This is an optimization exercise on Yosys and OpenROAD, whose aim is small area, a short achievable clock period and few clock cycles per item, not a production implementation.

// bb_sync
module bb_sync (
    input  wire        clk,
    input  wire        rst,           
    input  wire        cmd_valid,
    output wire        cmd_ready,
    input  wire [31:0] cmd_data,
    output wire        kbc_rd,
    output wire        kbc_port,      
    input  wire        kbc_ack,
    input  wire [7:0]  kbc_rdata,
    output wire        rec_valid,
    input  wire        rec_ready,
    output wire [31:0] rec_data
);
Size: ~150 flip-flops, about 81 I/O pins.
Settings: LEC_CHECK=0, ABC_AREA=1, CAP_MARGIN=20, CORE_MARGIN=2, CORE_UTILIZATION=55, CTS_BUF_LIST=sky130_fd_sc_hd__clkbuf_8, SETUP_SLACK_MARGIN=2.0, SLEW_MARGIN=20; clock period 4.5 ns.
standard.sh (not shown) runs the stock make flow with config.mk's settings and CLKGATE_MAP_FILE= SYNTH_SCRIPT=/design/flow/synth_recipe.tcl, a recipe that flattens the netlist after the stock synthesis.
==> flow/flow/run.sh <==
#!/bin/bash
# Standard layout, except that the port buffers are buf_2 cells instead of
# the delay cells buffer_ports picks by default. Every port is still buffered.
set -euo pipefail
export BUFFER_PORTS_ARGS="-buffer_cell sky130_fd_sc_hd__buf_2"
bash standard.sh > standard.log 2>&1
Rerun with:
--- a/flow/design.v
+++ b/flow/design.v
@@ -36,47 +36,48 @@
     reg         e_wt;          
     reg         e_ch;          
     reg         e_mq;          
     reg  [3:0]  e_cnt;         
     reg  [2:0]  e_code;        
     reg         b_v;
     reg         b_ch;
     reg  [2:0]  b_code;
     reg  [7:0]  b_byte;
     reg         b_pkt;         
     reg         o_v;
     reg         o_pkt;         
+    reg         o_pkt_lo;      
     reg         o_k1;          
     reg         o_k2;          
     reg         o_dis;         
     reg         o_gd;          
     reg  [7:0]  o_byte;
     reg         gd_p;          
     assign kbc_rd   = e_rd;
     assign kbc_port = e_port;
     wire o_key = o_k1 | o_k2;
     assign rec_valid = o_v;
     assign rec_data[31]    = 1'b1;
     assign rec_data[30:27] = 4'd0;
     assign rec_data[26]    = o_dis;
     assign rec_data[25]    = o_pkt | o_gd;
     assign rec_data[24]    = o_key | o_gd;
     assign rec_data[23:18] = {6{o_pkt}} & o_byte[7:2];
     assign rec_data[17]    = (o_pkt & o_byte[1]) | o_k2;
     assign rec_data[16]    = (o_pkt & o_byte[0]) | (o_key & ~o_byte[7]);
-    assign rec_data[15:10] = ({6{o_pkt}} & mouse_b1[7:2]) | ({6{o_k2}} & o_byte[7:2]);
-    assign rec_data[9:8]   = ({2{o_pkt}} & mouse_b1[1:0]) | ({2{o_k2 | o_dis}} & o_byte[1:0]);
-    assign rec_data[7:3]   = ({5{o_pkt}} & mouse_b0[7:3]) | ({5{o_k1}} & o_byte[7:3]) |
+    assign rec_data[15:10] = ({6{o_pkt_lo}} & mouse_b1[7:2]) | ({6{o_k2}} & o_byte[7:2]);
+    assign rec_data[9:8]   = ({2{o_pkt_lo}} & mouse_b1[1:0]) | ({2{o_k2 | o_dis}} & o_byte[1:0]);
+    assign rec_data[7:3]   = ({5{o_pkt_lo}} & mouse_b0[7:3]) | ({5{o_k1}} & o_byte[7:3]) |
                              ({5{o_k2}} & 5'b11100);
-    assign rec_data[2:0]   = ({3{o_pkt}} & mouse_b0[2:0]) | ({3{o_k1}} & o_byte[2:0]) |
+    assign rec_data[2:0]   = ({3{o_pkt_lo}} & mouse_b0[2:0]) | ({3{o_k1}} & o_byte[2:0]) |
                              ({3{o_dis}} & o_byte[4:2]);
     wire [7:0]  opc = cmd_data[31:24];
     wire z23_0 = (cmd_data[23:0] == 24'd0);
     wire z23_1 = (cmd_data[23:1] == 23'd0);
     wire z23_8 = (cmd_data[23:8] == 16'd0);
     reg  [3:0]  d_kind;
     always @(*) begin
         d_kind = 4'b10_10;                        
         case (opc)
             8'h00: if (z23_0) d_kind = 4'b00_00;
             8'h01: if (z23_1) d_kind = 4'b00_01;
             8'h02: if (z23_1) d_kind = 4'b00_10;
@@ -369,54 +370,59 @@
             e_port <= 1'b0;
         end
         if (fin_now) begin
             b_ch   <= e_ch;
             b_code <= e_port ? e_code : 3'd1;
             b_byte <= kbc_rdata;
         end
         if (bop_go) begin
             b_ch   <= cb_mem[0];
             b_code <= cb_mem[1] ? 3'd6 : 3'd0;
             b_byte <= cb_arg[7:0];
         end
+        if (o_v && rec_ready) o_pkt_lo <= 1'b0;
         if (o_v && rec_ready && gd_p) begin
             o_pkt <= 1'b0;
+            o_pkt_lo <= 1'b0;
             o_k1  <= 1'b0;
             o_k2  <= 1'b0;
             o_dis <= 1'b0;
             o_gd  <= 1'b1;
         end
         if (r_b) begin
             o_pkt <= 1'b0;
+            o_pkt_lo <= 1'b0;
             o_k1  <= 1'b0;
             o_k2  <= 1'b0;
             o_dis <= 1'b0;
             o_gd  <= 1'b0;
             if (b_code != 3'd0) begin
                 o_dis  <= 1'b1;
                 o_byte <= {3'd0, b_code, (b_code == 3'd6) ? 2'd2 : {1'b0, b_ch}};
             end else if (!b_ch) begin
                 o_k1   <= !kbd_pending;
                 o_k2   <= kbd_pending;
                 o_byte <= b_byte;
             end else if (mouse_slot == 2'd0) begin
                 o_dis  <= 1'b1;
                 o_byte <= {3'd0, 3'd5, 2'd1};
             end else begin
                 o_pkt  <= 1'b1;
+                o_pkt_lo <= 1'b1;
                 o_byte <= b_byte;
             end
         end
         if (gq) begin
             o_pkt <= 1'b0;
+            o_pkt_lo <= 1'b0;
             o_k1  <= 1'b0;
             o_k2  <= 1'b0;
             o_dis <= 1'b0;
             o_gd  <= 1'b1;
         end
         if (b_ch && b_code == 3'd0 && r_b) begin
             if (mouse_slot == 2'd0) mouse_b0 <= b_byte;
             if (mouse_slot == 2'd1) mouse_b1 <= b_byte;
         end
         if (g_prep) begin
             mouse_b0     <= {mouse_b0[7:6], cb_arg[23], cb_arg[14], mouse_b0[3], cb_arg[2:0]};
             mouse_b1     <= cb_arg[13:6];
What happened: Clock skew hardly moves; area after synthesis went down slightly; wire length went down by a few percent; fmax went down by a few percent; core utilization went down by 0.74 points; sequential share of layout area went up by 0.84 points.
No functional check of the RTL was part of any run of this note.

==> separate check: timing with driven ports <==
How much do the figures lean on ideal ports? The routed layouts below were timed once more, with nothing changed but the port constraints.
Step 1 assumes that a clkbuf_16 drives the clock port and a buf_2 every other input.
Step 2 also shifts input and output timing later by t, the mid clock arrival at the registers, as if the neighbouring blocks saw the same clock.
Slacks: ideal ports / drivers / drivers and shift; pairs: ideal ports / drivers.
run	t (ns)	slack for setup (ns)	worst register clock-pin slew, ns
the first run	0.506	2.033 / 1.993 / 1.703	0.10 / 0.10
the second run	0.514	1.932 / 1.886 / 1.703	0.10 / 0.10
After both steps setup and hold are still met in every run listed. The setup slack of the first run, which loses most, moves by -0.040 ns with the drivers and by -0.330 ns with both steps.
